What follows belongs to an exercise in optimizing a design on an open flow for small area and few clock cycles per item; a production flow would make more cautious choices. In this exercise RTL edits were held to simulation tests only and were not proved equivalent to the original. Power figures rest on the tool's default switching activity, not on a simulated workload.

$ cat flow/config.mk
export PLATFORM = sky130hd
export DESIGN_NAME = dnp_codec
export DESIGN_NICKNAME = dnp_codec
export VERILOG_FILES = /design/flow/design.v
export SDC_FILE = /design/flow/constraint.sdc
export NUM_CORES = 4
export LEC_CHECK = 0
export CAP_MARGIN = 20
export CORE_MARGIN = 2
export CORE_UTILIZATION = 40
export SLEW_MARGIN = 20
$ cat flow/constraint.sdc
create_clock -name core_clock -period 10.0 [get_ports {clk}]
set_input_delay 2.0000 -clock core_clock [delete_from_list [all_inputs] [get_ports {clk}]]
set_output_delay 2.0000 -clock core_clock [all_outputs]
set_load 0.01 [all_outputs]
$ cat flow/design.v
module dnp_codec (
    input  wire        clk,
    input  wire        rst,         
    input  wire        req_valid,
    input  wire        req_write,
    input  wire [25:0] req_addr,
    input  wire [63:0] req_wdata,
    output reg         rsp_valid,
    output reg  [63:0] rsp_rdata
);
    localparam FRAME_MAX   = 64;
    localparam PAYLOAD_MAX = FRAME_MAX - 28;
    localparam HDR_BYTES   = 28;
    localparam [7:0] A_CMD      = 8'h00, A_STATUS   = 8'h08, A_CTRL     = 8'h10,
                     A_CAP      = 8'h18, A_FLG_IN   = 8'h20, A_FLG_OUT  = 8'h28,
                     A_ADDR_IN  = 8'h30, A_ADDR_SVC = 8'h38, A_ADDR_CMP = 8'h40,
                     A_ADDR_RES = 8'h48, A_ADDR_TGT = 8'h50, A_PKT_ID   = 8'h58,
                     A_PKT_FLAGS= 8'h60, A_PKT_REQ  = 8'h68, A_PKT_RSP  = 8'h70,
                     A_PKT_DWS  = 8'h78, A_PKT_DWE  = 8'h80, A_PKT_PLEN = 8'h88,
                     A_PKT_PRES = 8'h90, A_IN_LEN   = 8'h98, A_OUT_LEN  = 8'hA0;
    localparam [3:0] OP_NOP = 4'h0, OP_PACK = 4'h1, OP_UNPACK = 4'h2, OP_PARSE = 4'h3,
                     OP_SERIAL = 4'h4, OP_DECODE = 4'h5, OP_CLEAR = 4'h6;
    localparam [3:0] E_NONE = 4'd0, E_FLAGS_RANGE = 4'd1, E_LEN_RANGE = 4'd2,
                     E_MISSING = 4'd3, E_SHORT = 4'd4, E_OVERFLOW = 4'd5, E_BAD_CMD = 4'd6;
    localparam [1:0] K_NONE = 2'd0, K_SERVICE = 2'd1, K_COMPONENT = 2'd2, K_RESOURCE = 2'd3;
    reg [63:0] flg_in;
    reg [15:0] flg_out;
    reg [63:0] addr_in;
    reg [15:0] addr_svc, addr_cmp, addr_res;
    reg [1:0]  tgt_kind;
    reg [15:0] tgt_id;
    reg [63:0] pkt_id;
    reg [7:0]  pkt_flags;
    reg [63:0] pkt_req, pkt_rsp, pkt_dws, pkt_dwe;
    reg [63:0] pkt_plen;
    reg        pres_id, pres_flags;
    reg [63:0] in_len, out_len;
    reg        st_done, st_err, st_sticky;
    reg [3:0]  st_code, st_last_op;
    reg        strict;
    reg [8*FRAME_MAX-1:0]   ibuf;
    reg [8*FRAME_MAX-1:0]   obuf;
    reg [8*PAYLOAD_MAX-1:0] pbuf;
    wire [1:0]  win     = req_addr[25:24];
    wire [23:0] boff    = req_addr[23:0];
    wire        is_reg  = (win == 2'd0);
    wire [7:0]  roff    = req_addr[7:0];
    wire        wr      = req_valid & req_write;
    wire        reg_wr  = wr & is_reg & (req_addr[23:8] == 16'd0);
    wire        cmd_wr  = reg_wr & (roff == A_CMD);
    wire        ibuf_wr = wr & (win == 2'd1) & (boff < FRAME_MAX);
    wire        pbuf_wr = wr & (win == 2'd3) & (boff < PAYLOAD_MAX);
    wire [3:0]  op      = req_wdata[3:0];
    wire        bad_cmd = (req_wdata[63:4] != 60'd0) | (op > OP_CLEAR);
    reg [8*HDR_BYTES-1:0] hdr_in;    
    integer i;
    always @(*) begin
        for (i = 0; i < HDR_BYTES; i = i + 1)
            hdr_in[8*(HDR_BYTES-1-i) +: 8] = (i < in_len) ? ibuf[8*i +: 8] : 8'h00;
    end
    wire [15:0] p_id    = hdr_in[223:208];
    wire [15:0] p_flags = hdr_in[207:192];
    wire [47:0] p_req   = hdr_in[191:144];
    wire [47:0] p_rsp   = hdr_in[143:96];
    wire [47:0] p_dws   = hdr_in[95:48];
    wire [47:0] p_dwe   = hdr_in[47:0];
    wire [63:0] p_plen  = (in_len > HDR_BYTES) ? in_len - HDR_BYTES : 64'd0;
    wire parse_len_err   = in_len > FRAME_MAX;
    wire parse_short_err = strict & (in_len < HDR_BYTES);
    wire [8*HDR_BYTES-1:0] hdr_out = {pkt_id[15:0], pkt_flags, 8'h00,
                                      pkt_req[47:0], pkt_rsp[47:0],
                                      pkt_dws[47:0], pkt_dwe[47:0]};
    wire ser_missing  = ~(pres_id & pres_flags);
    wire ser_len_err  = pkt_plen > PAYLOAD_MAX;
    wire ser_overflow = strict & ((pkt_id[63:16] != 48'd0) | (pkt_req[63:48] != 16'd0) |
                                  (pkt_rsp[63:48] != 16'd0) | (pkt_dws[63:48] != 16'd0) |
                                  (pkt_dwe[63:48] != 16'd0));
    reg [3:0] cmd_err;
    always @(*) begin
        cmd_err = E_NONE;
        if (bad_cmd)
            cmd_err = E_BAD_CMD;
        else case (op)
            OP_UNPACK: if (flg_in > 64'hFFFF) cmd_err = E_FLAGS_RANGE;
            OP_PARSE: begin
                if (parse_len_err)        cmd_err = E_LEN_RANGE;
                else if (parse_short_err) cmd_err = E_SHORT;
            end
            OP_SERIAL: begin
                if (ser_missing)       cmd_err = E_MISSING;
                else if (ser_len_err)  cmd_err = E_LEN_RANGE;
                else if (ser_overflow) cmd_err = E_OVERFLOW;
            end
            default: cmd_err = E_NONE;
        endcase
    end
    wire cmd_ok   = cmd_wr & (cmd_err == E_NONE);
    wire do_pack   = cmd_ok & (op == OP_PACK);
    wire do_unpack = cmd_ok & (op == OP_UNPACK);
    wire do_parse  = cmd_ok & (op == OP_PARSE);
    wire do_serial = cmd_ok & (op == OP_SERIAL);
    wire do_decode = cmd_ok & (op == OP_DECODE);
    wire do_clear  = cmd_ok & (op == OP_CLEAR);
    wire [15:0] d_svc = addr_in[47:32];
    wire [15:0] d_cmp = addr_in[31:16];
    wire [15:0] d_res = addr_in[15:0];
    always @(posedge clk) begin
        if (rst || do_clear) begin
            flg_in     <= 64'd0;
            flg_out    <= 16'd0;
            addr_in    <= 64'd0;
            addr_svc   <= 16'd0;
            addr_cmp   <= 16'd0;
            addr_res   <= 16'd0;
            tgt_kind   <= K_NONE;
            tgt_id     <= 16'd0;
            pkt_id     <= 64'd0;
            pkt_flags  <= 8'd0;
            pkt_req    <= 64'd0;
            pkt_rsp    <= 64'd0;
            pkt_dws    <= 64'd0;
            pkt_dwe    <= 64'd0;
            pkt_plen   <= 64'd0;
            pres_id    <= 1'b0;
            pres_flags <= 1'b0;
            in_len     <= 64'd0;
            out_len    <= 64'd0;
            strict     <= 1'b0;
        end else begin
            if (reg_wr) begin
                case (roff)
                    A_CTRL:      strict <= req_wdata[0];
                    A_FLG_IN:    flg_in <= req_wdata;
                    A_ADDR_IN:   addr_in <= req_wdata;
                    A_PKT_ID:    begin pkt_id <= req_wdata; pres_id <= 1'b1; end
                    A_PKT_FLAGS: begin pkt_flags <= req_wdata[7:0]; pres_flags <= 1'b1; end
                    A_PKT_REQ:   pkt_req <= req_wdata;
                    A_PKT_RSP:   pkt_rsp <= req_wdata;
                    A_PKT_DWS:   pkt_dws <= req_wdata;
                    A_PKT_DWE:   pkt_dwe <= req_wdata;
                    A_PKT_PLEN:  pkt_plen <= req_wdata;
                    A_IN_LEN:    in_len <= req_wdata;
                    default: ;
                endcase
            end
            if (do_pack)
                flg_out <= {flg_in[7:0], 8'h00};
            if (do_unpack)
                flg_out <= {8'h00, flg_in[15:8]};
            if (do_decode) begin
                addr_svc <= d_svc;
                addr_cmp <= d_cmp;
                addr_res <= d_res;
                if (d_res != 16'd0) begin
                    tgt_kind <= K_RESOURCE;  tgt_id <= d_res;
                end else if (d_cmp != 16'd0) begin
                    tgt_kind <= K_COMPONENT; tgt_id <= d_cmp;
                end else if (d_svc != 16'd0) begin
                    tgt_kind <= K_SERVICE;   tgt_id <= d_svc;
                end else begin
                    tgt_kind <= K_NONE;      tgt_id <= 16'd0;
                end
            end
            if (do_parse) begin
                pkt_id     <= {48'd0, p_id};
                pkt_flags  <= p_flags[15:8];
                pkt_req    <= {16'd0, p_req};
                pkt_rsp    <= {16'd0, p_rsp};
                pkt_dws    <= {16'd0, p_dws};
                pkt_dwe    <= {16'd0, p_dwe};
                pkt_plen   <= p_plen;
                pres_id    <= 1'b1;
                pres_flags <= 1'b1;
            end
            if (do_serial)
                out_len <= pkt_plen + HDR_BYTES;
        end
    end
    always @(posedge clk) begin
        if (rst) begin
            st_done    <= 1'b0;
            st_err     <= 1'b0;
            st_sticky  <= 1'b0;
            st_code    <= 4'd0;
            st_last_op <= 4'd0;
        end else if (cmd_wr) begin
            st_done    <= 1'b1;
            st_last_op <= op;
            st_code    <= cmd_err;
            st_err     <= (cmd_err != E_NONE);
            if (cmd_err != E_NONE)
                st_sticky <= 1'b1;
            else if (op == OP_CLEAR)
                st_sticky <= 1'b0;
        end
    end
    integer k;
    always @(posedge clk) begin
        for (k = 0; k < FRAME_MAX; k = k + 1) begin
            if (ibuf_wr && boff == k)
                ibuf[8*k +: 8] <= req_wdata[7:0];
        end
        for (k = 0; k < PAYLOAD_MAX; k = k + 1) begin
            if (pbuf_wr && boff == k)
                pbuf[8*k +: 8] <= req_wdata[7:0];
            else if (do_parse && (HDR_BYTES + k) < in_len)
                pbuf[8*k +: 8] <= ibuf[8*(HDR_BYTES+k) +: 8];
        end
        if (do_serial) begin
            for (k = 0; k < HDR_BYTES; k = k + 1)
                obuf[8*k +: 8] <= hdr_out[8*(HDR_BYTES-1-k) +: 8];
            for (k = 0; k < PAYLOAD_MAX; k = k + 1)
                if (k < pkt_plen)
                    obuf[8*(HDR_BYTES+k) +: 8] <= pbuf[8*k +: 8];
        end
    end
    reg [63:0] rdata;
    always @(*) begin
        rdata = 64'd0;
        case (win)
            2'd0: if (req_addr[23:8] == 16'd0) begin
                case (roff)
                    A_STATUS:    rdata = {52'd0, st_last_op, st_code, 1'b0, st_sticky, st_err, st_done};
                    A_CTRL:      rdata = {63'd0, strict};
                    A_CAP:       rdata = {16'd0, 8'd1, 32'd64, 8'd28};
                    A_FLG_IN:    rdata = flg_in;
                    A_FLG_OUT:   rdata = {48'd0, flg_out};
                    A_ADDR_IN:   rdata = addr_in;
                    A_ADDR_SVC:  rdata = {48'd0, addr_svc};
                    A_ADDR_CMP:  rdata = {48'd0, addr_cmp};
                    A_ADDR_RES:  rdata = {48'd0, addr_res};
                    A_ADDR_TGT:  rdata = {46'd0, tgt_kind, tgt_id};
                    A_PKT_ID:    rdata = pkt_id;
                    A_PKT_FLAGS: rdata = {56'd0, pkt_flags};
                    A_PKT_REQ:   rdata = pkt_req;
                    A_PKT_RSP:   rdata = pkt_rsp;
                    A_PKT_DWS:   rdata = pkt_dws;
                    A_PKT_DWE:   rdata = pkt_dwe;
                    A_PKT_PLEN:  rdata = pkt_plen;
                    A_PKT_PRES:  rdata = {62'd0, pres_flags, pres_id};
                    A_IN_LEN:    rdata = in_len;
                    A_OUT_LEN:   rdata = out_len;
                    default:     rdata = 64'd0;
                endcase
            end
            2'd1: if (boff < FRAME_MAX)   rdata = {56'd0, ibuf[8*boff[5:0] +: 8]};
            2'd2: if (boff < FRAME_MAX)   rdata = {56'd0, obuf[8*boff[5:0] +: 8]};
            2'd3: if (boff < PAYLOAD_MAX) rdata = {56'd0, pbuf[8*boff[5:0] +: 8]};
        endcase
    end
    always @(posedge clk) begin
        if (rst) begin
            rsp_valid <= 1'b0;
            rsp_rdata <= 64'd0;
        end else begin
            rsp_valid <= req_valid;
            rsp_rdata <= rdata;
        end
    end
endmodule
$ cat flow/run.sh
#!/bin/bash
# synth_recipe.tcl (not shown) runs the flow's synth.tcl, then flattens the netlist and writes it again
# the make line also repeats each setting of config.mk as NAME=value (left out here)
make -C /OpenROAD-flow-scripts/flow DESIGN_CONFIG=/design/flow/config.mk WORK_HOME=/design/flow/orfs CLKGATE_MAP_FILE= SYNTH_SCRIPT=/design/flow/synth_recipe.tcl finish
==> results.json <==
{
  "outcome": "finished clean",
  "rows": 172,
  "root_buffer": "clkbuf_16",
  "ys_seq_area_share_pct": 62.58,
  "postCtsSetupBuffers": 0,
  "h-tree-depth": 4,
  "wl_per_cell_um": 39.56,
  "critPathKind": "in -> reg",
  "synthSimpleGateAreaFrac_pct": 9.206,
  "grt_util_met3_pct": 14.12,
  "synth_nets": 6884,
  "syn-cell-area_um2": 88420,
  "crit_family": "simple AND/OR/NAND/NOR gates",
  "hold_class": "reg -> reg",
  "vias": 67070,
  "die_h_um": 474.2,
  "postCtsResizedCells": 0,
  "ant_nets": 0,
  "hold-worst-slack_ns": 0.4418,
  "synth_cells": 6780,
  "syn2layout_area_growth_pct": 13.84,
  "ios": 159,
  "syn_area_per_cell_um2": 13.04,
  "fin_cells": 9954,
  "finalHoldViolations": 0,
  "dpl.hpwl_um": 278800,
  "startpoint_type": "input pin",
  "synthXorXnorAreaFrac_pct": 0.05943,
  "drcViolationCount": 0,
  "dpl.cell_count": 9533,
  "vdd_drop_max_v": 0.0001639,
  "post_synth_num_cell_types": 81,
  "relSlewSlack_pct": 11.33,
  "ys_warn_count": 1,
  "grt-ovfl-total": 0,
  "drive_gt1_share_pct": 19.60,
  "synth-seq-cells": 2112,
  "end_kind": "register",
  "rsz0062_at_grt": "false",
  "timing.fmax_ghz": 0.1187,
  "grt_use_met2_pct": 48.04,
  "cp-startpoint": "req_wdata[17]",
  "power_density_nw_per_um2": 182.1,
  "max_cap_violations": 0,
  "gp_congestion": 1.024,
  "die_area_um2": 224800,
  "grt_pass1_vias": 61340,
  "drtIter0Drc": 13160,
  "synth_edf_count": 1304,
  "async_reset_ff_share_pct": 0,
  "use_met1_pct": 45.59,
  "via_per_inst": 6.738,
  "cts_tree": "yes",
  "path_cells": "clkdlybuf4s50_1 > nor4_1 > nand4_1 > nor4_1 > buf_4 > and3_1 > nand3_1 > buf_4 > or4_4 > inv_8 > nand2_1 > o31ai_2",
  "mostFrequentLayoutCell": "edfxtp_1",
  "timing.rr.start": "pkt_id[18]",
  "grt_start_max_net_pins": 192,
  "p_leak_uw": 0.03108,
  "synth_mux_area_share_pct": 14.39,
  "top_usage_layer": "met2",
  "setup_viol": 0,
  "cp_max_fo": 41,
  "cts.sinks": 2112,
  "antenna_found_initial": 40,
  "critPathSlowestCell": "nor4_1",
  "cp.required_ns": 10.50,
  "worstHoldStart": "pbuf[20]",
  "synth_top_family_by_area": "multiplexers",
  "die_width_um": 474.2,
  "synth_compound_area_share_pct": 10.79,
  "cts_buffer_depth": 3,
  "cts_buffers": 211,
  "io_buffers": 158,
  "wl_um": 393700,
  "tightest_slew_ns": 1.329,
  "path_buf_inv": 4,
  "fin_tns_setup_ns": 0,
  "finalCritPeriodShare_pct": 84.21,
  "mostFrequentLayoutCells": "edfxtp_1 (1304), nand2_1 (1030), dfxtp_1 (808), a21oi_1 (542), mux4_2 (398)",
  "initial_core_util_pct": 40.24,
  "fin_nets": 6895,
  "grt_use_total_pct": 34.31,
  "worstPathArrival_ns": 8.93,
  "synth_fa_ha_area_share_pct": 0.1415,
  "finalClockSkew_ns": 0.03823,
  "grt_pass1_wl_um": 531400,
  "cts_hold_buf": 0,
  "max_stage_delay_ns": 1.16,
  "insertion_delay_ns": 0.91,
  "core_area_um2": 219700,
  "clk_pin_slew_ns": 0.06,
  "ys.flop_type": "edfxtp_1",
  "first_pass_iters": 10,
  "fin_crit_ns": 8.421,
  "report.final.slew_viol_count": 0,
  "n_fill_cell": 19450
}
-- through the flow --
stage | area [µm²] | power [µW] | worst slack, ns | utilization (%)
3_3_place_gp | 93230 | 10090 | 1.196 | 42.43
2_1_floorplan | 88420 | 9737 | 3.053 | -
5_1_grt | 100600 | 18640 | 1.788 | 45.80
6_report | 100700 | 18330 | 1.579 | 45.81
4_1_cts | 100600 | 18290 | 1.871 | 45.77
3_5_place_dp | 93300 | 10100 | 0.9971 | 42.46
-- area by class of cell --
type	count	area (µm²)	share of cell area, %
sequential	2112	55330	54.97
multi-input combinational	4075	30970	30.77
clock buffer	277	5849	5.811
tap	2958	3701	3.677
timing repair buffer	365	3248	3.227
clock inverter	124	1415	1.406
inverter	26	105.1	0.1044
antenna	17	42.54	0.04226
-- worst paths after layout --
kind,slack [ns],cells past startpoint,end
worst max-delay path,1.58,12,obuf[452]
worst min-delay path,0.44,0,obuf[244]
worst max register to register,3.23,10,obuf[452]
worst min register to register,0.44,0,obuf[244]
-- cells by family (layout without fill, tap and decap cells) --
kind of cell | after synthesis | after routing
AND/OR/NAND/NOR | 1863 | 1863
XOR/XNOR | 6 | 6
flip-flops | 2112 | 2112
multiplexers | 736 | 736
buffers and inverters | 593 | 792
AO/OA/AOI/OAI | 1460 | 1460
adder cells (fa/ha/maj) | 10 | 10
other | 0 | 17
-- where the power goes --
group / switching (µW) / internal (µW)
Clock: 3630 / 4760
Sequential: 0.0532 / 9170
Combinational: 535 / 232
-- registers in the layout, indices dropped and copies added, names as in the netlist, 8 cells and up --
signal,count
addr_res,16
rsp_rdata,64
flg_out,16
pkt_dwe,64
addr_in,64
addr_svc,16
pkt_rsp,64
flg_in,64
in_len,64
pkt_dws,64
out_len,64
tgt_id,16
pbuf,288
ibuf,512
pkt_plen,64
obuf,504
pkt_flags,8
pkt_id,64
pkt_req,64
addr_cmp,16
-- per-layer routing --
| layer | vias to the layer above | part of all wire [%] |
|---|---|---|
| li1 | 26190 | - |
| met4 | 40 | 6.1 |
| met2 | 5842 | 41 |
| met3 | 1016 | 16 |
| met5 | - | 0.064 |
| met1 | 33980 | 37 |
-- cells in the mapped netlist, drive strengths merged, types with 81 or more instances --
cell,instances,area [µm²]
nand3,97,490.5
a21oi,552,2778
mux4,398,8964
nor4,103,671.9
buf,217,1094
o21ai,202,1011
nor2,343,1313
a221oi,83,727.0
nor3,94,505.5
edfxtp,1304,39160
a22o,81,709.4
dfxtp,808,16180
mux2,300,3378
a22oi,85,638.1
a222oi,104,1041
a211oi,132,991.0
nand2,1037,3895
a31oi,94,588.1
clkbuf,350,1316
Testbench counts, summed over its fixed seeds: cycles 45,046, accesses 45,046.

## afterwards: timing with drivers on the ports
No port has a modelled driver above. Below, the same layout with a new extraction and two added sets of constraints.
Step 1 sets driving cells, clkbuf_16 on the clock port and buf_2 on the other inputs (assumed; they add their load-dependent delay and slew).
Step 2 also shifts input and output timing later by t, the mid clock arrival at the registers, as if the neighbouring blocks saw the same clock.
a / b / c = ideal ports / drivers / drivers and shift; a / b = the first two.
shift t [ns]: 0.974
setup slack, ns: 1.579 / 1.578 / 0.604
worst setup path after step 2: input to register
latest minus earliest clock arrival (ns): 0.039 / 0.040
slew at the worst register clock pin (ns): 0.07 / 0.07
After both steps setup and hold are still met in this run. The setup slack of this run moves by -0.001 ns with the drivers and by -0.975 ns with both steps.
